This is an optimization exercise on Yosys and OpenROAD, whose aim is small area, a short achievable clock period and few clock cycles, not a production implementation.
In this exercise RTL edits were held to simulation tests only and were not proved equivalent to the original.
No activity file was given, so power comes from the tool's default toggle rates.

===== flow/flow/run.sh =====
#!/bin/bash
# Standard layout, with the port buffers made from sky130_fd_sc_hd__buf_1
# instead of the delay cell buffer_ports picks by default, and timing repair
# aiming at a setup slack of 6.2 ns.
set -euo pipefail
bash standard.sh "BUFFER_PORTS_ARGS=-buffer_cell sky130_fd_sc_hd__buf_1" SETUP_SLACK_MARGIN=6.2 finish > standard_flow.log 2>&1

===== flow/standard.sh =====
#!/bin/bash
# synth_recipe.tcl (not shown) runs the flow's synth.tcl, then flattens the netlist and writes it again
# the make line also repeats each setting of config.mk as NAME=value (left out here)
make -C /OpenROAD-flow-scripts/flow DESIGN_CONFIG=/design/flow/config.mk WORK_HOME=/design/flow/orfs CLKGATE_MAP_FILE= SYNTH_SCRIPT=/design/flow/synth_recipe.tcl "${@:-finish}"

===== flow/design.v =====
module autd3_cpu (
    input  wire        clk,
    input  wire        rst,
    input  wire        frame_valid,
    input  wire        tick_valid,
    output reg         evt_ready,
    output reg  [6:0]  hdr_addr,
    input  wire [7:0]  hdr_data,
    output reg  [7:0]  bulk_addr,
    input  wire [15:0] bulk_data,
    output reg         bus_valid,
    output reg         bus_we,
    output reg  [2:0]  bus_bank,
    output reg  [13:0] bus_addr,
    output reg  [15:0] bus_wdata,
    input  wire        bus_ready,
    input  wire [15:0] bus_rdata,
    input  wire [63:0] dc_now,
    input  wire [63:0] dc_next_start,
    input  wire [63:0] dc_period,
    output reg  [15:0] tx_ack
);
    localparam [7:0]  N_TR_LAST   = 8'd248;
    localparam [63:0] SYNC_GUARD  = 64'd200000;
    localparam [2:0] BANK_CONFIG = 3'd0;
    localparam [2:0] BANK_MOD    = 3'd1;
    localparam [2:0] BANK_DRIVE  = 3'd2;
    localparam [2:0] BANK_SEQ    = 3'd3;
    localparam [2:0] BANK_DELAY  = 3'd4;
    localparam [13:0] CTRL_FLAG       = 14'h00;
    localparam [13:0] FPGA_INFO       = 14'h01;
    localparam [13:0] FPGA_VERSION    = 14'h02;
    localparam [13:0] MOD_BANK_OFFSET = 14'h03;
    localparam [13:0] MOD_CYCLE       = 14'h04;
    localparam [13:0] SEQ_BANK_OFFSET = 14'h05;
    localparam [13:0] SEQ_CYCLE       = 14'h06;
    localparam [13:0] SEQ_DIV         = 14'h07;
    localparam [1:0] MODE_FULL       = 2'd0;
    localparam [1:0] MODE_PHASE_FULL = 2'd1;
    localparam [1:0] MODE_PHASE_HALF = 2'd2;
    localparam [2:0] C_NONE  = 3'd0,
                     C_CLEAR = 3'd1,
                     C_OPER  = 3'd2,
                     C_POINT = 3'd3,
                     C_GAIN  = 3'd4,
                     C_DELAY = 3'd5,
                     C_VLO   = 3'd6,
                     C_VHI   = 3'd7;
    localparam [4:0]
        S_IDLE  = 5'd0,
        S_H0    = 5'd1,    
        S_H1    = 5'd2,    
        S_H2    = 5'd3,    
        S_H3    = 5'd4,    
        S_CDRV  = 5'd5,    
        S_CREG  = 5'd6,    
        S_DRV   = 5'd7,    
        S_MHEAD = 5'd8,    
        S_MBYTE = 5'd9,
        S_MSEG  = 5'd10,
        S_MEND  = 5'd11,
        S_MCYC  = 5'd12,
        S_MFLG  = 5'd13,
        S_SBOFF = 5'd14,   
        S_SBDIV = 5'd15,
        S_PW    = 5'd17,
        S_PSEG  = 5'd18,
        S_GW    = 5'd19,
        S_GSEG  = 5'd20,
        S_SSEND = 5'd21,
        S_DLY   = 5'd22,
        S_END   = 5'd23,   
        S_TRD   = 5'd24,   
        S_TCMP  = 5'd26,
        S_TDEC  = 5'd25,
        S_TWT   = 5'd27,
        S_TINIT = 5'd28,
        S_TINF  = 5'd29,
        S_TAW   = 5'd30;
    reg [4:0]  st;
    reg [2:0]  cc;              
    reg        f_mb, f_me, f_sb, f_se;
    reg        info_req;
    reg [15:0] ack;             
    reg [7:0]  fpga_flags;
    reg [6:0]  nlen;            
    reg [1:0]  jc;
    reg [30:0] mod_cur;         
    reg [7:0]  mod_carry;
    reg        mod_pending;
    reg [26:0] seq_cur;         
    reg [1:0]  seq_mode;
    reg        seq_pending;
    reg        which;
    reg [63:0] sync_n;
    reg [63:0] now_s;
    reg [1:0]  c_g, c_p;
    reg [7:0]  per_r;
    reg [2:0]  kc;
    reg        tcar;
    wire slot_free = ~bus_valid | bus_ready;
    wire rd_done   = bus_valid & ~bus_we & bus_ready;
    wire [1:0] gain_last = (seq_mode == MODE_PHASE_FULL) ? 2'd1 :
                           (seq_mode == MODE_PHASE_HALF) ? 2'd3 : 2'd0;
    reg  [3:0]  nib;
    reg  [15:0] gain_word;
    always @* begin
        case (jc)
            2'd0: nib = bulk_data[3:0];
            2'd1: nib = bulk_data[7:4];
            2'd2: nib = bulk_data[11:8];
            default: nib = bulk_data[15:12];
        endcase
        case (seq_mode)
            MODE_PHASE_FULL: gain_word = {8'hFF, jc[0] ? bulk_data[15:8] : bulk_data[7:0]};
            MODE_PHASE_HALF: gain_word = {8'hFF, nib, nib};
            default:         gain_word = bulk_data;
        endcase
    end
    wire [6:0] mlen_end  = (hdr_data > 8'd123) ? 7'd127 : (hdr_data[6:0] + 7'd4);
    wire [6:0] point_len = (bulk_data > 16'd61) ? 7'd61 : bulk_data[6:0];
    reg [13:0] clr_off;
    always @* begin
        case (bulk_addr[2:0])
            3'd0:    clr_off = MOD_BANK_OFFSET;
            3'd1:    clr_off = MOD_CYCLE;
            3'd2:    clr_off = SEQ_BANK_OFFSET;
            3'd3:    clr_off = SEQ_CYCLE;
            3'd4:    clr_off = SEQ_DIV;
            default: clr_off = CTRL_FLAG;
        endcase
    end
    reg [7:0] guard_b;
    reg [7:0] per_nx;           
    always @* begin
        case (kc)
            3'd0: begin guard_b = SYNC_GUARD[7:0];   per_nx = dc_period[15:8];  end
            3'd1: begin guard_b = SYNC_GUARD[15:8];  per_nx = dc_period[23:16]; end
            3'd2: begin guard_b = SYNC_GUARD[23:16]; per_nx = dc_period[31:24]; end
            3'd3: begin guard_b = SYNC_GUARD[31:24]; per_nx = dc_period[39:32]; end
            3'd4: begin guard_b = SYNC_GUARD[39:32]; per_nx = dc_period[47:40]; end
            3'd5: begin guard_b = SYNC_GUARD[47:40]; per_nx = dc_period[55:48]; end
            3'd6: begin guard_b = SYNC_GUARD[55:48]; per_nx = dc_period[63:56]; end
            default: begin guard_b = SYNC_GUARD[63:56]; per_nx = dc_period[7:0]; end
        endcase
    end
    wire [9:0] g_sum = {2'b00, now_s[7:0]} + {2'b00, ~sync_n[7:0]} + {2'b00, ~guard_b} + {8'd0, c_g};
    wire [9:0] p_sum = {2'b00, now_s[7:0]} + {2'b00, ~sync_n[7:0]} + {2'b00, ~per_r} + {8'd0, c_p};
    wire [8:0] tsum  = {1'b0, sync_n[7:0]} + {1'b0, per_r} + {8'd0, tcar};
    wire [1:0] kw    = kc[1:0];
    wire [4:0] seq_tail = f_se ? S_SSEND : S_END;
    always @(posedge clk) begin
        if (rst) begin
            st          <= S_CDRV;
            evt_ready   <= 1'b0;
            bus_valid   <= 1'b0;
            hdr_addr    <= 7'd0;
            bulk_addr   <= 8'd0;
            ack         <= 16'd0;
            tx_ack      <= 16'd0;
            info_req    <= 1'b0;
            fpga_flags  <= 8'h04;
            mod_cur     <= 31'd0;
            mod_pending <= 1'b0;
            seq_cur     <= 27'd0;
            seq_mode    <= MODE_FULL;
            seq_pending <= 1'b0;
            jc          <= 2'd0;
        end else begin
            if (slot_free) bus_valid <= 1'b0;
            if (rd_done) begin
                if (bus_addr[1:0] == 2'd1)
                    ack[7:0] <= bus_rdata[7:0];
                else if (bus_addr[1:0] == 2'd2)
                    ack[7:0] <= (cc == C_VHI) ? bus_rdata[15:8] : bus_rdata[7:0];
            end
            if (st == S_H3) begin
                if (slot_free) begin
                    case (cc)
                        C_CLEAR: begin
                            mod_cur     <= 31'd0;
                            seq_cur     <= 27'd0;
                            seq_mode    <= MODE_FULL;
                            fpga_flags  <= 8'h04;
                            mod_pending <= 1'b0;
                            seq_pending <= 1'b0;
                            bus_valid <= 1'b1; bus_we <= 1'b1; bus_bank <= BANK_DRIVE;
                            bus_addr  <= 14'd0; bus_wdata <= 16'h0000;
                            bulk_addr <= 8'd1;
                            st        <= S_CDRV;
                        end
                        C_OPER: begin
                            if (f_mb) mod_cur <= 31'd0;
                            hdr_addr <= 7'd4;
                            if (!hdr_data[4]) begin
                                bus_valid <= 1'b1; bus_we <= 1'b1; bus_bank <= BANK_DRIVE;
                                bus_addr  <= 14'd0; bus_wdata <= bulk_data;
                                bulk_addr <= 8'd1;
                                st        <= S_DRV;
                            end else begin
                                if (f_mb) begin
                                    bus_valid <= 1'b1; bus_we <= 1'b1; bus_bank <= BANK_CONFIG;
                                    bus_addr  <= MOD_BANK_OFFSET; bus_wdata <= 16'h0000;
                                end
                                f_mb <= 1'b0;
                                st   <= S_MHEAD;
                            end
                        end
                        C_POINT, C_GAIN: begin
                            if (f_sb) begin
                                seq_cur   <= 27'd0;
                                bus_valid <= 1'b1; bus_we <= 1'b1; bus_bank <= BANK_CONFIG;
                                bus_addr  <= SEQ_BANK_OFFSET; bus_wdata <= 16'h0000;
                                bulk_addr <= 8'd1;
                                st        <= S_SBDIV;
                                if (cc == C_GAIN) begin
                                    if (bulk_data == 16'd1)      seq_mode <= MODE_PHASE_FULL;
                                    else if (bulk_data == 16'd2) seq_mode <= MODE_PHASE_HALF;
                                    else                         seq_mode <= MODE_FULL;
                                end
                            end else if (cc == C_GAIN) begin
                                bus_valid <= 1'b1; bus_we <= 1'b1; bus_bank <= BANK_SEQ;
                                bus_addr  <= {seq_cur[5:0], 8'd0}; bus_wdata <= gain_word;
                                bulk_addr <= 8'd1;
                                st        <= S_GW;
                            end else if (nlen == 7'd0) begin
                                st <= seq_tail;
                            end else begin
                                bulk_addr <= 8'd4;
                                st        <= S_PW;
                            end
                        end
                        C_DELAY: begin
                            bus_valid <= 1'b1; bus_we <= 1'b1; bus_bank <= BANK_DELAY;
                            bus_addr  <= 14'd0; bus_wdata <= bulk_data;
                            bulk_addr <= 8'd1;
                            st        <= S_DLY;
                        end
                        default: begin
                            hdr_addr  <= 7'd0;
                            evt_ready <= 1'b1;
                            st        <= S_IDLE;
                        end
                    endcase
                end
            end else begin
                case (st)
                    S_IDLE: begin
                        if (frame_valid) begin
                            evt_ready <= 1'b0;
                            st        <= S_H0;
                        end else if (tick_valid) begin
                            if (mod_pending | seq_pending) begin
                                evt_ready <= 1'b0;
                                which     <= ~mod_pending;
                                st        <= S_TRD;
                            end else begin
                                tx_ack <= ack;
                            end
                        end
                    end
                    S_H0: begin
                        if (hdr_data == ack[15:8]) begin
                            evt_ready <= 1'b1;
                            st        <= S_IDLE;
                        end else begin
                            ack      <= {hdr_data, 8'h00};
                            hdr_addr <= 7'd2;
                            st       <= S_H1;
                        end
                    end
                    S_H1: begin
                        f_mb     <= hdr_data[0];
                        f_me     <= hdr_data[1];
                        f_sb     <= hdr_data[2];
                        f_se     <= hdr_data[3];
                        info_req <= hdr_data[5];
                        hdr_addr <= 7'd3;
                        st       <= S_H2;
                    end
                    S_H2: begin
                        case (hdr_data)
                            8'h00: cc <= C_CLEAR;
                            8'h03: cc <= C_VLO;
                            8'h04: cc <= C_VHI;
                            8'h05: cc <= C_OPER;
                            8'h06: cc <= C_POINT;
                            8'h07: cc <= C_GAIN;
                            8'h08: cc <= C_DELAY;
                            default: cc <= C_NONE;
                        endcase
                        if (hdr_data == 8'h01) ack[7:0] <= 8'h07;
                        if (hdr_data == 8'h02) ack[7:0] <= 8'h01;
                        if (hdr_data == 8'h03 || hdr_data == 8'h04) begin
                            bus_valid <= 1'b1; bus_we <= 1'b0;
                            bus_bank  <= BANK_CONFIG; bus_addr <= FPGA_VERSION;
                        end else if (info_req && !(hdr_data == 8'h01 || hdr_data == 8'h02)) begin
                            bus_valid <= 1'b1; bus_we <= 1'b0;
                            bus_bank  <= BANK_CONFIG; bus_addr <= FPGA_INFO;
                        end
                        nlen     <= point_len;
                        hdr_addr <= 7'd1;
                        st       <= S_H3;
                    end
                    S_CDRV: if (slot_free) begin
                        bus_valid <= 1'b1; bus_we <= 1'b1; bus_bank <= BANK_DRIVE;
                        bus_addr  <= {6'd0, bulk_addr}; bus_wdata <= 16'h0000;
                        if (bulk_addr == N_TR_LAST) begin
                            bulk_addr <= 8'd0;
                            st        <= S_CREG;
                        end else begin
                            bulk_addr <= bulk_addr + 8'd1;
                        end
                    end
                    S_CREG: if (slot_free) begin
                        bus_valid <= 1'b1; bus_we <= 1'b1; bus_bank <= BANK_CONFIG;
                        bus_addr  <= clr_off;
                        bus_wdata <= (bulk_addr[2:0] == 3'd5) ? 16'h0004 : 16'h0000;
                        if (bulk_addr[2:0] == 3'd5) begin
                            bulk_addr <= 8'd0;
                            st        <= S_END;
                        end else begin
                            bulk_addr <= bulk_addr + 8'd1;
                        end
                    end
                    S_DRV: begin
                        if (hdr_addr == 7'd4) begin
                            nlen     <= mlen_end;
                            hdr_addr <= 7'd5;
                        end else if (hdr_addr != 7'd5) begin
                            hdr_addr <= 7'd4;
                        end
                        if (slot_free) begin
                            bus_valid <= 1'b1; bus_we <= 1'b1; bus_bank <= BANK_DRIVE;
                            bus_addr  <= {6'd0, bulk_addr}; bus_wdata <= bulk_data;
                            if (bulk_addr == N_TR_LAST) begin
                                bulk_addr <= 8'd0;
                                if (f_mb) begin
                                    st <= S_MHEAD;
                                end else if (nlen == 7'd4) begin
                                    hdr_addr <= 7'd1;
                                    st       <= S_MEND;
                                end else begin
                                    st <= S_MBYTE;
                                end
                            end else begin
                                bulk_addr <= bulk_addr + 8'd1;
                            end
                        end
                    end
                    S_MHEAD: begin
                        if (f_mb && slot_free) begin
                            bus_valid <= 1'b1; bus_we <= 1'b1; bus_bank <= BANK_CONFIG;
                            bus_addr  <= MOD_BANK_OFFSET; bus_wdata <= 16'h0000;
                            f_mb      <= 1'b0;
                        end
                        if (hdr_addr == 7'd4) begin
                            nlen     <= mlen_end;
                            hdr_addr <= 7'd5;
                        end else if (hdr_addr != 7'd5) begin
                            hdr_addr <= 7'd4;
                        end
                        if ((!f_mb || slot_free) && hdr_addr[2]) begin
                            if ((hdr_addr == 7'd4) ? (hdr_data == 8'd0) : (nlen == 7'd4)) begin
                                hdr_addr <= 7'd1;
                                st       <= S_MEND;
                            end else begin
                                st <= S_MBYTE;
                            end
                        end
                    end
                    S_MBYTE: if (!mod_cur[0] || slot_free) begin
                        if (mod_cur[0]) begin
                            bus_valid <= 1'b1; bus_we <= 1'b1; bus_bank <= BANK_MOD;
                            bus_addr  <= mod_cur[14:1]; bus_wdata <= {hdr_data, mod_carry};
                        end else begin
                            mod_carry <= hdr_data;
                        end
                        mod_cur <= mod_cur + 31'd1;
                        if (mod_cur[14:0] == 15'h7FFF) begin
                            st <= S_MSEG;
                        end else if (hdr_addr == nlen) begin
                            hdr_addr <= 7'd1;
                            st       <= S_MEND;
                        end else begin
                            hdr_addr <= hdr_addr + 7'd1;
                        end
                    end
                    S_MSEG: if (slot_free) begin
                        bus_valid <= 1'b1; bus_we <= 1'b1; bus_bank <= BANK_CONFIG;
                        bus_addr  <= MOD_BANK_OFFSET; bus_wdata <= mod_cur[30:15];
                        if (hdr_addr == nlen) begin
                            hdr_addr <= 7'd1;
                            st       <= S_MEND;
                        end else begin
                            hdr_addr <= hdr_addr + 7'd1;
                            st       <= S_MBYTE;
                        end
                    end
                    S_MEND: if (slot_free) begin
                        bus_valid <= 1'b1; bus_we <= 1'b1;
                        if (f_me && mod_cur[0]) begin
                            bus_bank  <= BANK_MOD; bus_addr <= mod_cur[14:1];
                            bus_wdata <= {8'h00, mod_carry};
                            st        <= S_MCYC;
                        end else if (f_me) begin
                            bus_bank    <= BANK_CONFIG; bus_addr <= MOD_CYCLE;
                            bus_wdata   <= mod_cur[15:0];
                            mod_pending <= 1'b1;
                            st          <= S_MFLG;
                        end else begin
                            bus_bank   <= BANK_CONFIG; bus_addr <= CTRL_FLAG;
                            bus_wdata  <= {8'h00, hdr_data};
                            fpga_flags <= hdr_data;
                            st         <= S_END;
                        end
                    end
                    S_MCYC: if (slot_free) begin
                        bus_valid   <= 1'b1; bus_we <= 1'b1; bus_bank <= BANK_CONFIG;
                        bus_addr    <= MOD_CYCLE; bus_wdata <= mod_cur[15:0];
                        mod_pending <= 1'b1;
                        st          <= S_MFLG;
                    end
                    S_MFLG: if (slot_free) begin
                        bus_valid  <= 1'b1; bus_we <= 1'b1; bus_bank <= BANK_CONFIG;
                        bus_addr   <= CTRL_FLAG; bus_wdata <= {8'h00, hdr_data};
                        fpga_flags <= hdr_data;
                        st         <= S_END;
                    end
                    S_SBOFF: if (slot_free) begin
                        bus_valid <= 1'b1; bus_we <= 1'b1; bus_bank <= BANK_CONFIG;
                        bus_addr  <= SEQ_BANK_OFFSET; bus_wdata <= 16'h0000;
                        bulk_addr <= 8'd1;
                        st        <= S_SBDIV;
                    end
                    S_SBDIV: if (slot_free) begin
                        bus_valid <= 1'b1; bus_we <= 1'b1; bus_bank <= BANK_CONFIG;
                        bus_addr  <= SEQ_DIV; bus_wdata <= bulk_data;
                        if (cc == C_POINT && nlen != 7'd0) begin
                            bulk_addr <= 8'd4;
                            st        <= S_PW;
                        end else begin
                            bulk_addr <= 8'd0;
                            st        <= seq_tail;
                        end
                    end
                    S_PW: if (slot_free) begin
                        bus_valid <= 1'b1; bus_we <= 1'b1; bus_bank <= BANK_SEQ;
                        bus_addr  <= {1'b0, seq_cur[10:0], bulk_addr[1:0]};
                        bus_wdata <= bulk_data;
                        if (bulk_addr[1:0] == 2'd3) begin
                            seq_cur <= seq_cur + 27'd1;
                            if (seq_cur[10:0] == 11'h7FF) begin
                                st <= S_PSEG;
                            end else if (bulk_addr[7:2] == nlen[5:0]) begin
                                bulk_addr <= 8'd0;
                                st        <= seq_tail;
                            end else begin
                                bulk_addr <= bulk_addr + 8'd1;
                            end
                        end else begin
                            bulk_addr <= bulk_addr + 8'd1;
                        end
                    end
                    S_PSEG: if (slot_free) begin
                        bus_valid <= 1'b1; bus_we <= 1'b1; bus_bank <= BANK_CONFIG;
                        bus_addr  <= SEQ_BANK_OFFSET; bus_wdata <= seq_cur[26:11];
                        if (bulk_addr[7:2] == nlen[5:0]) begin
                            bulk_addr <= 8'd0;
                            st        <= seq_tail;
                        end else begin
                            bulk_addr <= bulk_addr + 8'd1;
                            st        <= S_PW;
                        end
                    end
                    S_GW: if (slot_free) begin
                        bus_valid <= 1'b1; bus_we <= 1'b1; bus_bank <= BANK_SEQ;
                        bus_addr  <= {seq_cur[5:0], bulk_addr};
                        bus_wdata <= gain_word;
                        if (bulk_addr == N_TR_LAST) begin
                            bulk_addr <= 8'd0;
                            seq_cur   <= seq_cur + 27'd1;
                            if (seq_cur[5:0] == 6'h3F) st <= S_GSEG;
                            else if (jc == gain_last) begin
                                jc <= 2'd0;
                                st <= seq_tail;
                            end
                            else                       jc <= jc + 2'd1;
                        end else begin
                            bulk_addr <= bulk_addr + 8'd1;
                        end
                    end
                    S_GSEG: if (slot_free) begin
                        bus_valid <= 1'b1; bus_we <= 1'b1; bus_bank <= BANK_CONFIG;
                        bus_addr  <= SEQ_BANK_OFFSET; bus_wdata <= seq_cur[21:6];
                        if (jc == gain_last) begin
                            jc <= 2'd0;
                            st <= seq_tail;
                        end else begin
                            jc <= jc + 2'd1;
                            st <= S_GW;
                        end
                    end
                    S_SSEND: if (slot_free) begin
                        bus_valid   <= 1'b1; bus_we <= 1'b1; bus_bank <= BANK_CONFIG;
                        bus_addr    <= SEQ_CYCLE; bus_wdata <= seq_cur[15:0];
                        seq_pending <= 1'b1;
                        bulk_addr   <= 8'd0;
                        st          <= S_END;
                    end
                    S_DLY: if (slot_free) begin
                        bus_valid <= 1'b1; bus_we <= 1'b1; bus_bank <= BANK_DELAY;
                        bus_addr  <= {6'd0, bulk_addr}; bus_wdata <= bulk_data;
                        if (bulk_addr == N_TR_LAST) begin
                            bulk_addr <= 8'd0;
                            st        <= S_END;
                        end else begin
                            bulk_addr <= bulk_addr + 8'd1;
                        end
                    end
                    S_END: if (slot_free) begin
                        hdr_addr  <= 7'd0;
                        bulk_addr <= 8'd0;
                        evt_ready <= 1'b1;
                        st        <= S_IDLE;
                    end
                    S_TRD: begin
                        sync_n <= dc_next_start;
                        now_s  <= dc_now;
                        per_r  <= dc_period[7:0];
                        kc     <= 3'd0;
                        c_g    <= 2'd2;
                        c_p    <= 2'd2;
                        tcar   <= 1'b0;
                        st     <= S_TCMP;
                    end
                    S_TCMP: begin
                        now_s  <= {tsum[7:0], now_s[63:8]};
                        sync_n <= {sync_n[7:0], sync_n[63:8]};
                        per_r  <= per_nx;
                        tcar   <= tsum[8];
                        c_g    <= g_sum[9:8];
                        c_p    <= p_sum[9:8];
                        kc     <= kc + 3'd1;
                        if (kc == 3'd7) st <= S_TDEC;
                    end
                    S_TDEC: begin
                        if (c_g != 2'd2 || c_p == 2'd2) begin
                            if (c_g == 2'd2) sync_n <= dc_next_start;
                            now_s <= dc_now;
                            per_r <= dc_period[7:0];
                            c_g   <= 2'd2;
                            c_p   <= 2'd2;
                            tcar  <= 1'b0;
                            st    <= S_TCMP;
                        end else begin
                            st <= S_TWT;
                        end
                    end
                    S_TWT: if (slot_free) begin
                        bus_valid <= 1'b1; bus_we <= 1'b1; bus_bank <= BANK_CONFIG;
                        bus_addr  <= {10'd0, 1'b1, which, kw};
                        bus_wdata <= now_s[15:0];
                        now_s     <= {16'd0, now_s[63:16]};
                        kc        <= kc + 3'd1;
                        if (kw == 2'd3) begin
                            kc <= 3'd0;
                            st <= S_TINIT;
                        end
                    end
                    S_TINIT: if (slot_free) begin
                        bus_valid <= 1'b1; bus_we <= 1'b1; bus_bank <= BANK_CONFIG;
                        bus_addr  <= CTRL_FLAG;
                        bus_wdata <= {6'd0, which, ~which, fpga_flags};
                        st        <= info_req ? S_TINF : S_TAW;
                    end
                    S_TINF: if (slot_free) begin
                        bus_valid <= 1'b1; bus_we <= 1'b0; bus_bank <= BANK_CONFIG;
                        bus_addr  <= FPGA_INFO;
                        st        <= S_TAW;
                    end
                    S_TAW: if (slot_free) begin
                        if (rd_done && bus_addr[1:0] == 2'd0 && !bus_rdata[{3'b100, which}]) begin
                            if (which) seq_pending <= 1'b0;
                            else       mod_pending <= 1'b0;
                            if (!which && seq_pending) begin
                                which <= 1'b1;
                                st    <= S_TRD;
                            end else begin
                                tx_ack    <= ack;
                                evt_ready <= 1'b1;
                                st        <= S_IDLE;
                            end
                        end else begin
                            bus_valid <= 1'b1; bus_we <= 1'b0; bus_bank <= BANK_CONFIG;
                            bus_addr  <= CTRL_FLAG;
                        end
                    end
                    default: st <= S_IDLE;
                endcase
            end
        end
    end
endmodule

===== flow/config.mk =====
export PLATFORM = sky130hd
export DESIGN_NAME = autd3_cpu
export DESIGN_NICKNAME = autd3_cpu
export VERILOG_FILES = /design/flow/design.v
export SDC_FILE = /design/flow/constraint.sdc
export NUM_CORES = 4
export LEC_CHECK = 0
export CAP_MARGIN = 20
export CORE_MARGIN = 2
export CORE_UTILIZATION = 40
export PLACE_DENSITY = 0.6
export SETUP_SLACK_MARGIN = 5
export SLEW_MARGIN = 20

===== flow/constraint.sdc =====
create_clock -name core_clock -period 9.0 [get_ports {clk}]
set_input_delay 1.8000 -clock core_clock [delete_from_list [all_inputs] [get_ports {clk}]]
set_output_delay 1.8000 -clock core_clock [all_outputs]
set_load 0.01 [all_outputs]

==> results of run 1 <==
[per-layer routing]
| layer | wire (um) | vias to the layer above | GRT usage, % |
|---|---|---|---|
| li1 | - | 9137 | - |
| met2 | 37200 | 1322 | 47.6 |
| met3 | 8590 | 260 | 6.71 |
| met5 | 0 | - | 0 |
| met1 | 33600 | 9900 | 41.2 |
| met4 | 3860 | 0 | 14.6 |
[cell usage after synthesis (50+ instances only)]
| master | instances | area share [%] |
|---|---|---|
| sky130_fd_sc_hd__nand3_1 | 71 | 1.8 |
| sky130_fd_sc_hd__dfxtp_1 | 127 | 13 |
| sky130_fd_sc_hd__ha_1 | 67 | 4.2 |
| sky130_fd_sc_hd__a22oi_1 | 50 | 1.9 |
| sky130_fd_sc_hd__clkbuf_1 | 115 | 2.2 |
| sky130_fd_sc_hd__a222oi_1 | 71 | 3.6 |
| sky130_fd_sc_hd__inv_1 | 124 | 2.3 |
| sky130_fd_sc_hd__xor2_1 | 55 | 2.4 |
| sky130_fd_sc_hd__o21ai_0 | 113 | 2.8 |
| sky130_fd_sc_hd__nor2_1 | 205 | 3.9 |
| sky130_fd_sc_hd__a21oi_1 | 154 | 3.9 |
| sky130_fd_sc_hd__nand2_1 | 334 | 6.3 |
| sky130_fd_sc_hd__edfxtp_1 | 201 | 30 |
[what timing repair did]
action | in CTS | in global routing
resized for setup | 291 | 186
hold buffers | 0 | 0
endpoints found under the setup margin | 550 | 252
setup buffers | 84 | 62
pin swaps | 40 | 69
gates cloned | 11 | 5
[cell type report]
type	instances	area, sq um
well taps	664	831
clock inverters	20	220
inverters	124	473
repair buffers	492	3540
fillers	4459	22600
multi-input cells	1660	11700
flip-flops and latches	328	8680
diodes	5	12.5
clock buffers	52	1110
[worst max path at each step]
stage / start / to / slack, ps / cells after the start
detailed placement: hdr_data[3] / bus_addr[8] / 4380 / 7
CTS: now_s[0] / c_p[1] / 5710 / 14
global route: now_s[0] / c_p[1] / 5540 / 14
finish: now_s[1] / c_p[1] / 5690 / 13
global placement: hdr_data[3] / bus_addr[11] / 4580 / 7
floorplan: rst / now_s[0] / 5250 / 5
[power by group]
| group | total, mW | switching [mW] | internal, mW | leakage, nW |
|---|---|---|---|---|
| registers | 1.83 | 0.0868 | 1.74 | 2.87 |
| logic | 2.39 | 1.42 | 0.969 | 6.50 |
| clock network | 1.67 | 0.687 | 0.987 | 0.652 |
| total | 5.90 | 2.20 | 3.70 | 10.0 |
[through the flow]
step | setup slack, ps | std cells
final | 5690 | 3345
after global routing | 5540 | 3344
after CTS | 5710 | 3273
after detailed placement | 4380 | 3106
after global placement | 4580 | 3106
after floorplan | 5250 | 2263
[kinds of logic (layout without fill, tap and decap cells)]
| group | count (synthesis) | count (layout) | synth area share (%) |
|---|---|---|---|
| fa+ha+maj | 72 | 72 | 4.70 |
| xor+xnor | 84 | 84 | 3.68 |
| mux | 48 | 48 | 2.52 |
| other cells | 0 | 5 | 0 |
| compound gates | 599 | 600 | 21.0 |
| simple gates | 852 | 856 | 19.7 |
| buf+inv | 280 | 688 | 5.42 |
| flops | 328 | 328 | 42.9 |
[tightest hold or removal path, stage by stage (launching register included)]
cell and delay [ps]:
sky130_fd_sc_hd__dfxtp_1 310, sky130_fd_sc_hd__nand2_1 50, sky130_fd_sc_hd__a21oi_1 50
[sequential cells by signal, indices dropped and copies added (netlist names), 3 cells and up, named ones only]
register / cells
mod_cur: 31
ack: 16
seq_cur: 27
kc: 3
bulk_addr: 8
bus_wdata: 16
cc: 3
nlen: 7
fpga_flags: 8
bus_bank: 3
mod_carry: 8
sync_n: 64
st: 5
per_r: 8
now_s: 64
tx_ack: 16
bus_addr: 14
hdr_addr: 7
==> reports/qor.csv, run 1 <==
stage,metric,value,unit
outcome,run_status,finished clean,
detailed_routing,detail_route.wirelength,83300,um
layout,most_common_library_cell_in_the_layout_ignoring_fill_and_taps,sky130_fd_sc_hd__nand2_1,
pwr,totalPowerFinal,5.90,mW
detailed_routing,via_per_inst,6.16,
setup_path,cp-end-kind,register,
synthesis,synthCells,2263,
layout,finalInstanceArea,26600,sq um
detailed_routing,route.detailed.drc,0,
floorplan,die_area,51800,sq um
layout,post-route-util,54.0,%
setup_path,reg2reg_slack,5690,ps
layout,layout.nets,2954,
timing,fin_worst_hold_slack,455,ps
place,dpl-instance-area,22100,sq um
clock_network,cts_tree,built,
timing,timing.final.crit_period,3310,ps
setup_path,crit_chain,buf_4 > fa_2 > a21o_1 > a21oi_4 > o21bai_1 > a21oi_2 > xnor2_2 > ha_1 > ha_1 > nor3_1 > nor2_1 > o41a_1 > a211o_1,
layout,drive_above_1_share,23.0,%
place,portBuffers,303,
setup_path,path_common_cell,sky130_fd_sc_hd__ha_1,
setup_path,cp_slowest_cell,sky130_fd_sc_hd__edfxtp_1,
clock_network,tritoncts.num_buffers,39,
synthesis,syn_area_per_cell,8.83,sq um
timing,final.period_utilization,36.8,%
detailed_routing,final_antenna_net_count,0,
global_route,grt_first_pass_wirelength,120000,um
min_path,worst_hold_startpoint,fpga_flags[0],
pwr,ir_worst_vdd,0.000136,V
setup_path,cpPeakStageDelay,460,ps
setup_path,worst_r2r_path_depth,13,
clock_network,cts-htree-levels,2,
synthesis,ys_async_sr_fraction,0,%
floorplan,chipWidth,228,um
pwr,power.static_leakage,10.0,nW
clock_network,clk_path_buf_depth,3,
floorplan,design.portCount,304,
job,maxCapViolCount,0,
setup_path,critPathRequiredTime,9330,ps
detailed_routing,routed_wire_length_per_instance,24.9,um
global_route,grt_usage,30.8,%
floorplan,core-area,49200,sq um
timing,setup_violations,0,
place,globalplace.congestion,0.946,
setup_path,critical_register_to_register_path_endpoint,c_p[1],
timing,fin_worst_skew,21.4,ps
min_path,hold_path_class,register to register,
setup_path,critPathBufInv,1,
floorplan,die_height,228,um
timing,number_of_failing_hold_endpoints_at_the_final_stage,0,
timing,finalMaxSlewViolations,0,
global_route,grt_remaining_overflow,0,
global_route,grt_pass1_vias,19100,
synthesis,synth_cell_type_count,75,
clock_network,cts_sinks,328,
synthesis,ys_ff_latch,328,
synthesis,syn_area,20000,sq um
timing,slew_headroom,22.1,%
timing,fmaxAchievable,302,MHz
synthesis,yosys_most_used_dff,sky130_fd_sc_hd__edfxtp_1,
setup_path,cp.arrival,3640,ps
synthesis,ys.warnings.count,1,
min_path,hold_path_depth,2,
setup_path,family_with_the_most_delay_on_the_worst_path,compound AO/OA/AOI/OAI gates,
global_route,grt_antenna_before_repair,5,
detailed_routing,drt-initial-drc-count,3183,
detailed_routing,num_vias,20600,
timing,tightestPinTransition,1170,ps
synthesis,mapped_nets,2572,
layout,most_used_cells_in_the_layout_excluding_fill_and_tap_cells,"sky130_fd_sc_hd__nand2_1, sky130_fd_sc_hd__buf_1, sky130_fd_sc_hd__edfxtp_1",
setup_path,setup.worst_path.class,register to register,
clock_network,clock_latency,580,ps
clock_network,path_clk_slew,60,ps
layout,synthToLayoutAreaGrowth,32.8,%
floorplan,initial_utilization,40.7,%
min_path,min_delay_worst_endpoint,fpga_flags[0],
synthesis,ys_seq_area_share,42.9,%
detailed_routing,drt_first_pass_iters,12,
pwr,cellPowerDensity,222,nW/um^2
setup_path,reg2reg_from,now_s[1],
clock_network,ctsRootBufferMaster,sky130_fd_sc_hd__clkbuf_16,
timing,timing.setup.tns,0,ps
setup_path,critical_path_maximum_fanout,2,
floorplan,fp-row-count,81,
setup_path,critPathLaunchType,register,
timing,grt_setup_unrepaired,true,
global_route,maximum_number_of_pins_on_one_net_before_global_route_repair,69,
place,hpwlAfterDp,55300,um
synthesis,synth_enable_flop_cells,201,
Testbench counts, summed over its fixed seeds: cycles 64,321.
==> run 2, diff against run 1 <==
==> flow/flow/run.sh (replaced) <==
#!/bin/bash
# Standard layout, with the port buffers made from sky130_fd_sc_hd__buf_1
# instead of the delay cell buffer_ports picks by default, and timing repair
# aiming at a setup slack of 5.75 ns.
set -euo pipefail
bash standard.sh "BUFFER_PORTS_ARGS=-buffer_cell sky130_fd_sc_hd__buf_1" SETUP_SLACK_MARGIN=5.75 finish > standard_flow.log 2>&1
==> run 2 against run 1 <==
Against the previous run:
- flip-flop and latch count is the same
- combinational power down 28%
- clock skew down 1.7 ps
- maximum frequency down 1.7%
- sequential share of layout area increased by 3.3 points
- clock power grew 3%
- global-route usage down 1.5 points
==> reports/qor.csv, run 2 <==
stage,metric,value,unit
synthesis,mapped_nets,2572,
synthesis,netlist.area_leader.share,30.2,%
timing,number_of_failing_hold_endpoints_at_the_final_stage,0,
pwr,power.static_leakage,8.65,nW
clock_network,holdBufCountCts,0,
synthesis,synthesized_area_fraction_occupied_by_ao_oa_aoi_and_oai_cells,21.0,%
clock_network,ctsRootBufferMaster,sky130_fd_sc_hd__clkbuf_16,
detailed_routing,final_antenna_net_count,0,
synthesis,synth_xor_xnor_area_share,3.68,%
layout,synthToLayoutAreaGrowth,19.4,%
setup_path,cp.arrival,3700,ps
timing,fin_worst_hold_slack,454,ps
setup_path,crit_chain,ha_1 > a21o_1 > a21oi_2 > o21bai_1 > a21oi_2 > xnor2_2 > ha_1 > ha_1 > o21ai_2 > a21oi_2 > o41a_1 > a211o_1,
pwr,p_clk_share,32.6,%
timing,finalMaxSlewViolations,0,
setup_path,crit_end,c_p[1],
timing,fmaxAchievable,297,MHz
synthesis,synth_area_leader_cell,sky130_fd_sc_hd__edfxtp_1,
clock_network,clk_path_buf_depth,3,
synthesis,synthSimpleGateAreaFrac,19.7,%
setup_path,cp.depth,12,
timing,setup_violations,0,
synthesis,ys_ff_latch,328,
pwr,cellPowerDensity,220,nW/um^2
outcome,run_status,finished clean,
setup_path,critPathRequiredTime,9330,ps
pwr,p_comb_share,32.4,%
synthesis,syn_area,20000,sq um
place,hpwlAfterDp,55000,um
place,dp_worst_setup_slack,4570,ps
timing,tightestPinTransition,1030,ps
timing,slew_headroom,30.8,%
setup_path,reg2reg_slack,5630,ps
setup_path,setup.worst_path.class,register to register,
min_path,hold_path_class,register to register,
floorplan,die_area,51800,sq um
setup_path,critPathBufInv,0,
setup_path,reg2reg_from,now_s[1],
job,maxCapViolCount,0,
timing,worst_slack,5630,ps
clock_network,tritoncts.num_buffers,39,
layout,drive_above_1_share,10.2,%
synthesis,post-synth-top-count-cell,sky130_fd_sc_hd__nand2_1,
synthesis,synth_area_in_adders,4.70,%
global_route,grt_first_pass_wirelength,114000,um
timing,timing.final.crit_period,3370,ps
place,globalplace.congestion,0.983,
layout,finalInstanceArea,23900,sq um
pwr,ir_worst_vdd,0.000142,V
synthesis,synth_top_family_by_area,compound AO/OA/AOI/OAI gates,
floorplan,core-area,49200,sq um
global_route,maximum_number_of_pins_on_one_net_before_global_route_repair,78,
setup_path,cpPeakStageDelay,450,ps
detailed_routing,routed_wire_length_per_instance,24.1,um
synthesis,synth_enable_flop_cells,201,
layout,post-route-util,48.6,%
synthesis,synthCells,2263,
timing,grt_setup_unrepaired,true,
detailed_routing,via_per_inst,6.13,
setup_path,family_with_the_most_delay_on_the_worst_path,compound AO/OA/AOI/OAI gates,
clock_network,cts-htree-levels,2,
detailed_routing,detail_route.wirelength,77600,um
layout,most_used_cells_in_the_layout_excluding_fill_and_tap_cells,"sky130_fd_sc_hd__nand2_1, sky130_fd_sc_hd__buf_1, sky130_fd_sc_hd__edfxtp_1",
place,placed_cells_incl_taps,3106,
pwr,power_report.internal_total,3.31,mW
pwr,power_switching,1.95,mW
global_route,grt_remaining_overflow,0,
synthesis,synth_cell_type_count,75,
layout,most_common_library_cell_in_the_layout_ignoring_fill_and_taps,sky130_fd_sc_hd__nand2_1,
clock_network,cts_tree,built,
synthesis,synth.area.top_cells,"sky130_fd_sc_hd__edfxtp_1, sky130_fd_sc_hd__dfxtp_1, sky130_fd_sc_hd__nand2_1",
detailed_routing,route.detailed.drc,0,
synthesis,yosys-mux-area-fraction,2.52,%
setup_path,worst_r2r_path_depth,12,
layout,largest_registers,"now_s: 64 flops, sync_n: 64 flops, mod_cur: 31 flops",
place,portBuffers,303,
place,dpl-instance-area,21800,sq um
clock_network,clock_latency,580,ps
setup_path,critical_register_to_register_path_endpoint,c_p[1],
synthesis,ys_async_sr_fraction,0,%
floorplan,chipWidth,228,um
synthesis,ys_seq_area_share,42.9,%
floorplan,design.portCount,304,
setup_path,cp-end-kind,register,
global_route,grt_usage,29.3,%
global_route,grt_pass1_vias,18400,
clock_network,path_clk_slew,70,ps
timing,timing.setup.tns,0,ps
synthesis,yosys_most_used_dff,sky130_fd_sc_hd__edfxtp_1,
detailed_routing,num_vias,19700,
synthesis,netlist_top_cells_count,"sky130_fd_sc_hd__nand2_1, sky130_fd_sc_hd__nor2_1, sky130_fd_sc_hd__edfxtp_1",
setup_path,critical_path_maximum_fanout,2,
timing,fin_worst_skew,19.7,ps
floorplan,initial_utilization,40.7,%
floorplan,die_height,228,um
layout,layout.nets,2827,
pwr,power_switching_share,37.0,%
layout,fin_cells,3216,
synthesis,ys.warnings.count,1,
floorplan,fp-row-count,81,
global_route,grt_antenna_before_repair,5,
synthesis,syn_area_per_cell,8.83,sq um
setup_path,critical_path.startpoint,now_s[1],
timing,final.period_utilization,37.4,%
detailed_routing,drt_first_pass_iters,14,
setup_path,cp_slowest_cell,sky130_fd_sc_hd__edfxtp_1,
clock_network,cts_sinks,328,
pwr,totalPowerFinal,5.26,mW
pwr,proportion_of_power_drawn_by_flip_flops_and_latches,34.9,%
setup_path,critPathLaunchType,register,
detailed_routing,drt-initial-drc-count,2708,
[run 2: how the worst min path moves through the flow]
stage | startpoint | to | slack, ps | cells after the start
floorplan | fpga_flags[3] | fpga_flags[3] | 430 | 2
global route | fpga_flags[1] | fpga_flags[1] | 470 | 2
detailed placement | fpga_flags[7] | fpga_flags[7] | 440 | 2
finish | fpga_flags[5] | fpga_flags[5] | 450 | 2
global placement | fpga_flags[5] | fpga_flags[5] | 440 | 2
CTS | fpga_flags[5] | fpga_flags[5] | 450 | 2
[run 2: area by class of cell]
type	instances	area [sq um]
Multi-Input combinational cell	1660	10900
Clock inverter	26	359
Timing Repair Buffer	365	1690
Tap cell	664	831
Clock buffer	45	1020
Inverter	124	465
Antenna cell	4	10.0
Fill cell	4732	25300
Sequential cell	328	8590
[run 2: cells by family (layout without fill, tap and decap cells)]
logic type / Yosys count / in the layout
multiplexers: 48 / 48
XOR/XNOR: 84 / 84
flip-flops: 328 / 328
buffers and inverters: 280 / 560
AND/OR/NAND/NOR: 852 / 857
other: 0 / 4
adder cells (fa/ha/maj): 72 / 72
AO/OA/AOI/OAI: 599 / 599
[run 2: layer usage]
layer	share of wire [%]	vias to the layer above	wire length, um	track usage [%]
li1	-	8858	-	-
met1	41	9535	31900	39.7
met2	45	1107	35100	46.2
met3	9.3	205	7180	5.50
met4	4.3	2	3370	11.8
met5	0.017	-	13	0
[run 2: tightest hold or removal path, stage by stage (launching register included)]
cell                      delay, ps
sky130_fd_sc_hd__dfxtp_1        310
sky130_fd_sc_hd__nand2_1         50
sky130_fd_sc_hd__a21oi_1         50
[run 2: repair_timing]
| action | in CTS | in global routing |
|---|---|---|
| gates resized for setup | 36 | 58 |
| pin swaps | 22 | 27 |
| endpoints found under the setup margin | 393 | 247 |
| setup buffers | 9 | 20 |
| cloned | 4 | 1 |
[run 2: power groups by stage]
stage,Combinational [mW],Clock [mW],Sequential (mW)
2_1_floorplan,1.01,0,1.86
3_3_place_gp,1.55,0,1.86
4_1_cts,1.60,1.74,1.83
6_report,1.71,1.72,1.84
3_5_place_dp,1.55,0,1.87
5_1_grt,1.81,1.80,1.85
==> run 3, diff against run 2 <==
--- a/flow/design.v
+++ b/flow/design.v
@@ -95,8 +95,8 @@
     reg [63:0] sync_n;
     reg [63:0] now_s;
     reg [1:0]  c_g, c_p;
-    reg [7:0]  per_r;
-    reg [2:0]  kc;
+    reg [15:0] per_r;
+    reg [1:0]  kw;
     reg        tcar;
     wire slot_free = ~bus_valid | bus_ready;
     wire rd_done   = bus_valid & ~bus_we & bus_ready;
@@ -130,24 +130,59 @@
             default: clr_off = CTRL_FLAG;
         endcase
     end
-    reg [7:0] guard_b;
-    reg [7:0] per_nx;           
+    function [16:0] cla16;
+        input [15:0] a;
+        input [15:0] b;
+        input        cin;
+        reg   [15:0] g, p, c;
+        reg   [3:0]  gg, gp;
+        reg   [4:0]  gc;
+        integer j;
+        begin
+            g = a & b;
+            p = a ^ b;
+            for (j = 0; j < 4; j = j + 1) begin
+                gg[j] = g[4*j+3] | (p[4*j+3] & g[4*j+2]) | (p[4*j+3] & p[4*j+2] & g[4*j+1]) |
+                        (p[4*j+3] & p[4*j+2] & p[4*j+1] & g[4*j]);
+                gp[j] = p[4*j+3] & p[4*j+2] & p[4*j+1] & p[4*j];
+            end
+            gc[0] = cin;
+            gc[1] = gg[0] | (gp[0] & cin);
+            gc[2] = gg[1] | (gp[1] & gg[0]) | (gp[1] & gp[0] & cin);
+            gc[3] = gg[2] | (gp[2] & gg[1]) | (gp[2] & gp[1] & gg[0]) | (gp[2] & gp[1] & gp[0] & cin);
+            gc[4] = gg[3] | (gp[3] & gg[2]) | (gp[3] & gp[2] & gg[1]) | (gp[3] & gp[2] & gp[1] & gg[0]) |
+                    (gp[3] & gp[2] & gp[1] & gp[0] & cin);
+            for (j = 0; j < 4; j = j + 1) begin
+                c[4*j]   = gc[j];
+                c[4*j+1] = g[4*j] | (p[4*j] & gc[j]);
+                c[4*j+2] = g[4*j+1] | (p[4*j+1] & g[4*j]) | (p[4*j+1] & p[4*j] & gc[j]);
+                c[4*j+3] = g[4*j+2] | (p[4*j+2] & g[4*j+1]) | (p[4*j+2] & p[4*j+1] & g[4*j]) |
+                           (p[4*j+2] & p[4*j+1] & p[4*j] & gc[j]);
+            end
+            cla16 = {gc[4], p ^ c};
+        end
+    endfunction
+    reg [15:0] guard_w;
+    reg [15:0] per_nx;          
     always @* begin
-        case (kc)
-            3'd0: begin guard_b = SYNC_GUARD[7:0];   per_nx = dc_period[15:8];  end
-            3'd1: begin guard_b = SYNC_GUARD[15:8];  per_nx = dc_period[23:16]; end
-            3'd2: begin guard_b = SYNC_GUARD[23:16]; per_nx = dc_period[31:24]; end
-            3'd3: begin guard_b = SYNC_GUARD[31:24]; per_nx = dc_period[39:32]; end
-            3'd4: begin guard_b = SYNC_GUARD[39:32]; per_nx = dc_period[47:40]; end
-            3'd5: begin guard_b = SYNC_GUARD[47:40]; per_nx = dc_period[55:48]; end
-            3'd6: begin guard_b = SYNC_GUARD[55:48]; per_nx = dc_period[63:56]; end
-            default: begin guard_b = SYNC_GUARD[63:56]; per_nx = dc_period[7:0]; end
+        case (kw)
+            2'd0: begin guard_w = SYNC_GUARD[15:0];  per_nx = dc_period[31:16]; end
+            2'd1: begin guard_w = SYNC_GUARD[31:16]; per_nx = dc_period[47:32]; end
+            2'd2: begin guard_w = SYNC_GUARD[47:32]; per_nx = dc_period[63:48]; end
+            default: begin guard_w = SYNC_GUARD[63:48]; per_nx = dc_period[15:0]; end
         endcase
     end
-    wire [9:0] g_sum = {2'b00, now_s[7:0]} + {2'b00, ~sync_n[7:0]} + {2'b00, ~guard_b} + {8'd0, c_g};
-    wire [9:0] p_sum = {2'b00, now_s[7:0]} + {2'b00, ~sync_n[7:0]} + {2'b00, ~per_r} + {8'd0, c_p};
-    wire [8:0] tsum  = {1'b0, sync_n[7:0]} + {1'b0, per_r} + {8'd0, tcar};
-    wire [1:0] kw    = kc[1:0];
+    wire [15:0] s_w   = now_s[15:0];
+    wire [15:0] nn_w  = ~sync_n[15:0];
+    wire [15:0] ng_w  = ~guard_w;
+    wire [15:0] np_w  = ~per_r;
+    wire [15:0] g_s   = s_w ^ nn_w ^ ng_w;
+    wire [15:0] g_c   = (s_w & nn_w) | (s_w & ng_w) | (nn_w & ng_w);
+    wire [15:0] p_s   = s_w ^ nn_w ^ np_w;
+    wire [15:0] p_c   = (s_w & nn_w) | (s_w & np_w) | (nn_w & np_w);
+    wire [16:0] g_sum = cla16(g_s, {g_c[14:0], c_g[0]}, c_g[1]);
+    wire [16:0] p_sum = cla16(p_s, {p_c[14:0], c_p[0]}, c_p[1]);
+    wire [16:0] tsum  = cla16(sync_n[15:0], per_r, tcar);
     wire [4:0] seq_tail = f_se ? S_SSEND : S_END;
     always @(posedge clk) begin
         if (rst) begin
@@ -260,16 +295,17 @@
                         end
                     end
                     S_H0: begin
+                        ack[15:8] <= hdr_data;    
                         if (hdr_data == ack[15:8]) begin
                             evt_ready <= 1'b1;
                             st        <= S_IDLE;
                         end else begin
-                            ack      <= {hdr_data, 8'h00};
                             hdr_addr <= 7'd2;
                             st       <= S_H1;
                         end
                     end
                     S_H1: begin
+                        ack[7:0] <= 8'h00;
                         f_mb     <= hdr_data[0];
                         f_me     <= hdr_data[1];
                         f_sb     <= hdr_data[2];
@@ -527,30 +563,30 @@
                     S_TRD: begin
                         sync_n <= dc_next_start;
                         now_s  <= dc_now;
-                        per_r  <= dc_period[7:0];
-                        kc     <= 3'd0;
-                        c_g    <= 2'd2;
-                        c_p    <= 2'd2;
+                        per_r  <= dc_period[15:0];
+                        kw     <= 2'd0;
+                        c_g    <= 2'd3;
+                        c_p    <= 2'd3;
                         tcar   <= 1'b0;
                         st     <= S_TCMP;
                     end
                     S_TCMP: begin
-                        now_s  <= {tsum[7:0], now_s[63:8]};
-                        sync_n <= {sync_n[7:0], sync_n[63:8]};
+                        now_s  <= {tsum[15:0], now_s[63:16]};
+                        sync_n <= {sync_n[15:0], sync_n[63:16]};
                         per_r  <= per_nx;
-                        tcar   <= tsum[8];
-                        c_g    <= g_sum[9:8];
-                        c_p    <= p_sum[9:8];
-                        kc     <= kc + 3'd1;
-                        if (kc == 3'd7) st <= S_TDEC;
+                        tcar   <= tsum[16];
+                        c_g    <= {g_c[15], g_sum[16]};
+                        c_p    <= {p_c[15], p_sum[16]};
+                        kw     <= kw + 2'd1;
+                        if (kw == 2'd3) st <= S_TDEC;
                     end
                     S_TDEC: begin
-                        if (c_g != 2'd2 || c_p == 2'd2) begin
-                            if (c_g == 2'd2) sync_n <= dc_next_start;
+                        if (c_g != 2'd3 || c_p == 2'd3) begin
+                            if (c_g == 2'd3) sync_n <= dc_next_start;
                             now_s <= dc_now;
-                            per_r <= dc_period[7:0];
-                            c_g   <= 2'd2;
-                            c_p   <= 2'd2;
+                            per_r <= dc_period[15:0];
+                            c_g   <= 2'd3;
+                            c_p   <= 2'd3;
                             tcar  <= 1'b0;
                             st    <= S_TCMP;
                         end else begin
@@ -561,12 +597,9 @@
                         bus_valid <= 1'b1; bus_we <= 1'b1; bus_bank <= BANK_CONFIG;
                         bus_addr  <= {10'd0, 1'b1, which, kw};
                         bus_wdata <= now_s[15:0];
-                        now_s     <= {16'd0, now_s[63:16]};
-                        kc        <= kc + 3'd1;
-                        if (kw == 2'd3) begin
-                            kc <= 3'd0;
-                            st <= S_TINIT;
-                        end
+                        now_s     <= {tsum[15:0], now_s[63:16]};
+                        kw        <= kw + 2'd1;
+                        if (kw == 2'd3) st <= S_TINIT;
                     end
                     S_TINIT: if (slot_free) begin
                         bus_valid <= 1'b1; bus_we <= 1'b1; bus_bank <= BANK_CONFIG;
==> flow/run.sh (new file) <==
#!/bin/bash
# synth_recipe.tcl (not shown) runs the flow's synth.tcl, then flattens the netlist and writes it again
# the make line also repeats each setting of config.mk as NAME=value (left out here)
make -C /OpenROAD-flow-scripts/flow DESIGN_CONFIG=/design/flow/config.mk WORK_HOME=/design/flow/orfs CLKGATE_MAP_FILE= SYNTH_SCRIPT=/design/flow/synth_recipe.tcl finish
removed: flow/flow/run.sh
removed: flow/standard.sh
==> run 3 against run 2 <==
Against the previous run:
- sequential share of layout area shrank 2.6 points
- critical path depth fell by 6
- via count shrank 4.2%
- synthesized area up 6.4%
- clock power is 3% lower
- clock-buffer cell count rose by 13
- highest routed layer unchanged
- first-iteration DRC count is 19% lower
- largest power group unchanged
- critical path type is now primary input to register
- clock skew rose by 8.0 ps
- synthesized cell count fell by 3.8%
==> reports/qor.csv, run 3 <==
stage,metric,value,unit
synthesis,synth.area.top_cells,"sky130_fd_sc_hd__edfxtp_1, sky130_fd_sc_hd__dfxtp_1, sky130_fd_sc_hd__mux2_2",
detailed_routing,via_per_inst,6.03,
outcome,run_status,finished clean,
timing,grt_setup_unrepaired,false,
synthesis,synth_enable_flop_cells,208,
floorplan,design.portCount,304,
synthesis,synth_cell_type_count,96,
timing,timing.final.crit_period,3890,ps
layout,most_common_library_cell_in_the_layout_ignoring_fill_and_taps,sky130_fd_sc_hd__clkdlybuf4s50_1,
floorplan,initial_utilization,40.5,%
min_path,hold_path_class,register to register,
synthesis,yosys_most_used_dff,sky130_fd_sc_hd__edfxtp_1,
clock_network,ctsRootBufferMaster,sky130_fd_sc_hd__clkbuf_16,
floorplan,fp-row-count,84,
pwr,totalPowerFinal,5.30,mW
synthesis,netlist_top_cells_count,"sky130_fd_sc_hd__edfxtp_1, sky130_fd_sc_hd__nor2_1, sky130_fd_sc_hd__a21oi_1, sky130_fd_sc_hd__nand2_1, sky130_fd_sc_hd__dfxtp_1",
place,hpwlAfterDp,60200,um
detailed_routing,top_signal_layer_used,met5,
detailed_routing,final_antenna_net_count,0,
clock_network,cts_sinks,335,
job,maxCapViolCount,0,
timing,tightestPinTransition,1130,ps
layout,drive_above_1_share,11.0,%
pwr,power.static_leakage,9.70,nW
detailed_routing,met2_length,38100,um
clock_network,clk_path_buf_depth,3,
pwr,ir_worst_vdd,0.000142,V
synthesis,mapped_nets,2548,
timing,slew_headroom,24.2,%
place,globalplace.congestion,0.973,
pwr,cellPowerDensity,201,nW/um^2
detailed_routing,m1WireLength,32200,um
timing,final.period_utilization,43.2,%
synthesis,post-synth-top-count-cell,sky130_fd_sc_hd__edfxtp_1,
setup_path,setup.worst_path.class,primary input to register,
global_route,grt_antenna_before_repair,5,
detailed_routing,detail_route.wirelength,81000,um
detailed_routing,drt-initial-drc-count,2190,
global_route,grt_pass1_vias,18400,
clock_network,path_clk_slew,60,ps
clock_network,cts-htree-levels,2,
timing,number_of_failing_hold_endpoints_at_the_final_stage,0,
timing,fin_worst_hold_slack,458,ps
global_route,grt_remaining_overflow,0,
synthesis,synthCells,2177,
detailed_routing,route.detailed.drc,0,
timing,fmaxAchievable,257,MHz
place,portBuffers,303,
detailed_routing,route.met3.wl,7020,um
synthesis,ys_seq_area_share,41.3,%
clock_network,cts_tree,built,
global_route,maximum_number_of_pins_on_one_net_before_global_route_repair,85,
floorplan,chipWidth,235,um
detailed_routing,num_vias,18900,
clock_network,clock_latency,590,ps
timing,setup_violations,0,
floorplan,core-area,52600,sq um
synthesis,syn_area_per_cell,9.77,sq um
layout,multi_input_area,11600,sq um
detailed_routing,drt_first_pass_iters,8,
setup_path,cp.arrival,4160,ps
detailed_routing,routed_wire_length_per_instance,25.9,um
floorplan,die_height,235,um
synthesis,ys.warnings.count,1,
timing,timing.setup.tns,0,ps
synthesis,synth_area_leader_cell,sky130_fd_sc_hd__edfxtp_1,
synthesis,netlist.area_leader.share,29.4,%
layout,layout.area.seq,8790,sq um
layout,final.fill_count,4887,
synthesis,ys_ff_latch,335,
global_route,grt_usage,28.4,%
synthesis,ys_async_sr_fraction,0,%
layout,most_used_cells_in_the_layout_excluding_fill_and_tap_cells,"sky130_fd_sc_hd__clkdlybuf4s50_1, sky130_fd_sc_hd__edfxtp_1, sky130_fd_sc_hd__nor2_1",
clock_network,tritoncts.num_buffers,40,
setup_path,critPathLaunchType,primary input,
floorplan,die_area,55000,sq um
timing,fin_worst_skew,27.7,ps
synthesis,syn_area,21300,sq um
layout,largest_registers,"now_s: 64 flops, sync_n: 64 flops, mod_cur: 31 flops",
setup_path,critical_path_maximum_fanout,10,
layout,layout.nets,2781,
timing,finalMaxSlewViolations,0,
setup_path,cp-end-kind,register,
setup_path,critPathRequiredTime,9270,ps
global_route,grt_first_pass_wirelength,119000,um
layout,synthToLayoutAreaGrowth,23.7,%
==> run 3: changes by cell type after synthesis, sizes merged, moves of 10 or more <==
cell	before	now
nand2	334	149
fa	5	26
ha	67	108
a222oi	71	32
buf	41	51
a211oi	8	23
a221oi	27	15
clkbuf	115	87
o21ai	116	94
mux2	19	124
xor2	55	72
==> run 3: metal layers <==
layer	up-vias	track usage [%]
met5	-	0
met4	6	11.7
met3	184	6.00
met2	932	46.7
met1	9203	36.3
li1	8562	-
==> run 3: worst max-delay path: stages <==
cell and delay (ps):
sky130_fd_sc_hd__clkdlybuf4s50_1 630, sky130_fd_sc_hd__or4_1 680, sky130_fd_sc_hd__a21o_1 220, sky130_fd_sc_hd__and2_1 190, sky130_fd_sc_hd__a31oi_4 310, sky130_fd_sc_hd__o211a_4 320
==> run 3: what timing repair did <==
action,in CTS,in global routing
endpoints found under the setup margin,83,118
gates resized for setup,12,13
gates cloned,0,1
pin swaps,0,2
setup buffers,1,2
hold buffers,0,0
==> run 3: kinds of logic after synthesis <==
| family | after synthesis | synth area share, % |
|---|---|---|
| xor+xnor | 94 | 3.87 |
| compound gates | 544 | 17.5 |
| fa+ha+maj | 134 | 8.80 |
| simple gates | 660 | 15.7 |
| buf+inv | 256 | 4.85 |
| mux | 154 | 7.97 |
| flops | 335 | 41.3 |
==> run 3: final cells by class <==
cell class / instances / share of cell area [%]
Timing Repair Buffer: 328 / 12.3
Clock inverter: 15 / 0.661
Tap cell: 688 / 3.27
Clock buffer: 58 / 4.44
Multi-Input combinational cell: 1587 / 44.2
Antenna cell: 2 / 0.0190
Sequential cell: 335 / 33.4
Inverter: 118 / 1.68
==> run 3: where the power goes <==
part / total (mW) / internal, mW / switching, mW
logic: 1.75 / 0.642 / 1.11
clock network: 1.66 / 0.970 / 0.693
registers: 1.88 / 1.77 / 0.115
total: 5.30 / 3.38 / 1.92
==> run 3: worst paths after layout <==
check,depth (start not counted),from,to,slack (ps)
max,6,hdr_data[7],bus_addr[5],5110
min,2,fpga_flags[3],fpga_flags[3],460
max reg2reg,12,kw[1],c_g[0],5190
min reg2reg,2,fpga_flags[3],fpga_flags[3],460
==> run 3: metrics by stage <==
step	utilization (%)	setup WS [ps]	cells	instance area [sq um]
final	50.1	5110	3131	26300
after detailed placement	47.2	3730	3052	24800
after global routing	50.1	5010	3131	26300
after floorplan	-	4760	2177	21300
after global placement	47.2	3830	3052	24800
after CTS	49.9	5000	3126	26200
Testbench counts of run 3, summed over its fixed seeds: cycles 63,979.

port drivers added, routing unchanged:
The flow's constraints put no driver on any port. The routed layouts listed below were extracted and timed again, unchanged, in two steps. Step 1: set_driving_cell puts a clkbuf_16 on clk and a buf_2 on each other input, an assumption about the parent block. Step 2 also shifts input and output timing later by t, the mid clock arrival at the registers, as if the neighbouring blocks saw the same clock. a / b / c = ideal ports / drivers / drivers and shift; a / b = the first two.
| run | shift t [ns] | setup slack, ns | worst hold slack (ns) |
|---|---|---|---|
| run 1 | 0.628 | 5.687 / 5.687 / 5.269 | 0.455 / 0.455 / 0.455 |
| run 2 | 0.632 | 5.630 / 5.630 / 5.201 | 0.454 / 0.454 / 0.454 |
| run 3 | 0.631 | 5.108 / 5.116 / 4.485 | 0.458 / 0.458 / 0.458 |
After both steps setup and hold are still met in every run listed. The setup slack of run 3, which loses most, moves by +0.008 ns with the drivers and by -0.623 ns with both steps.
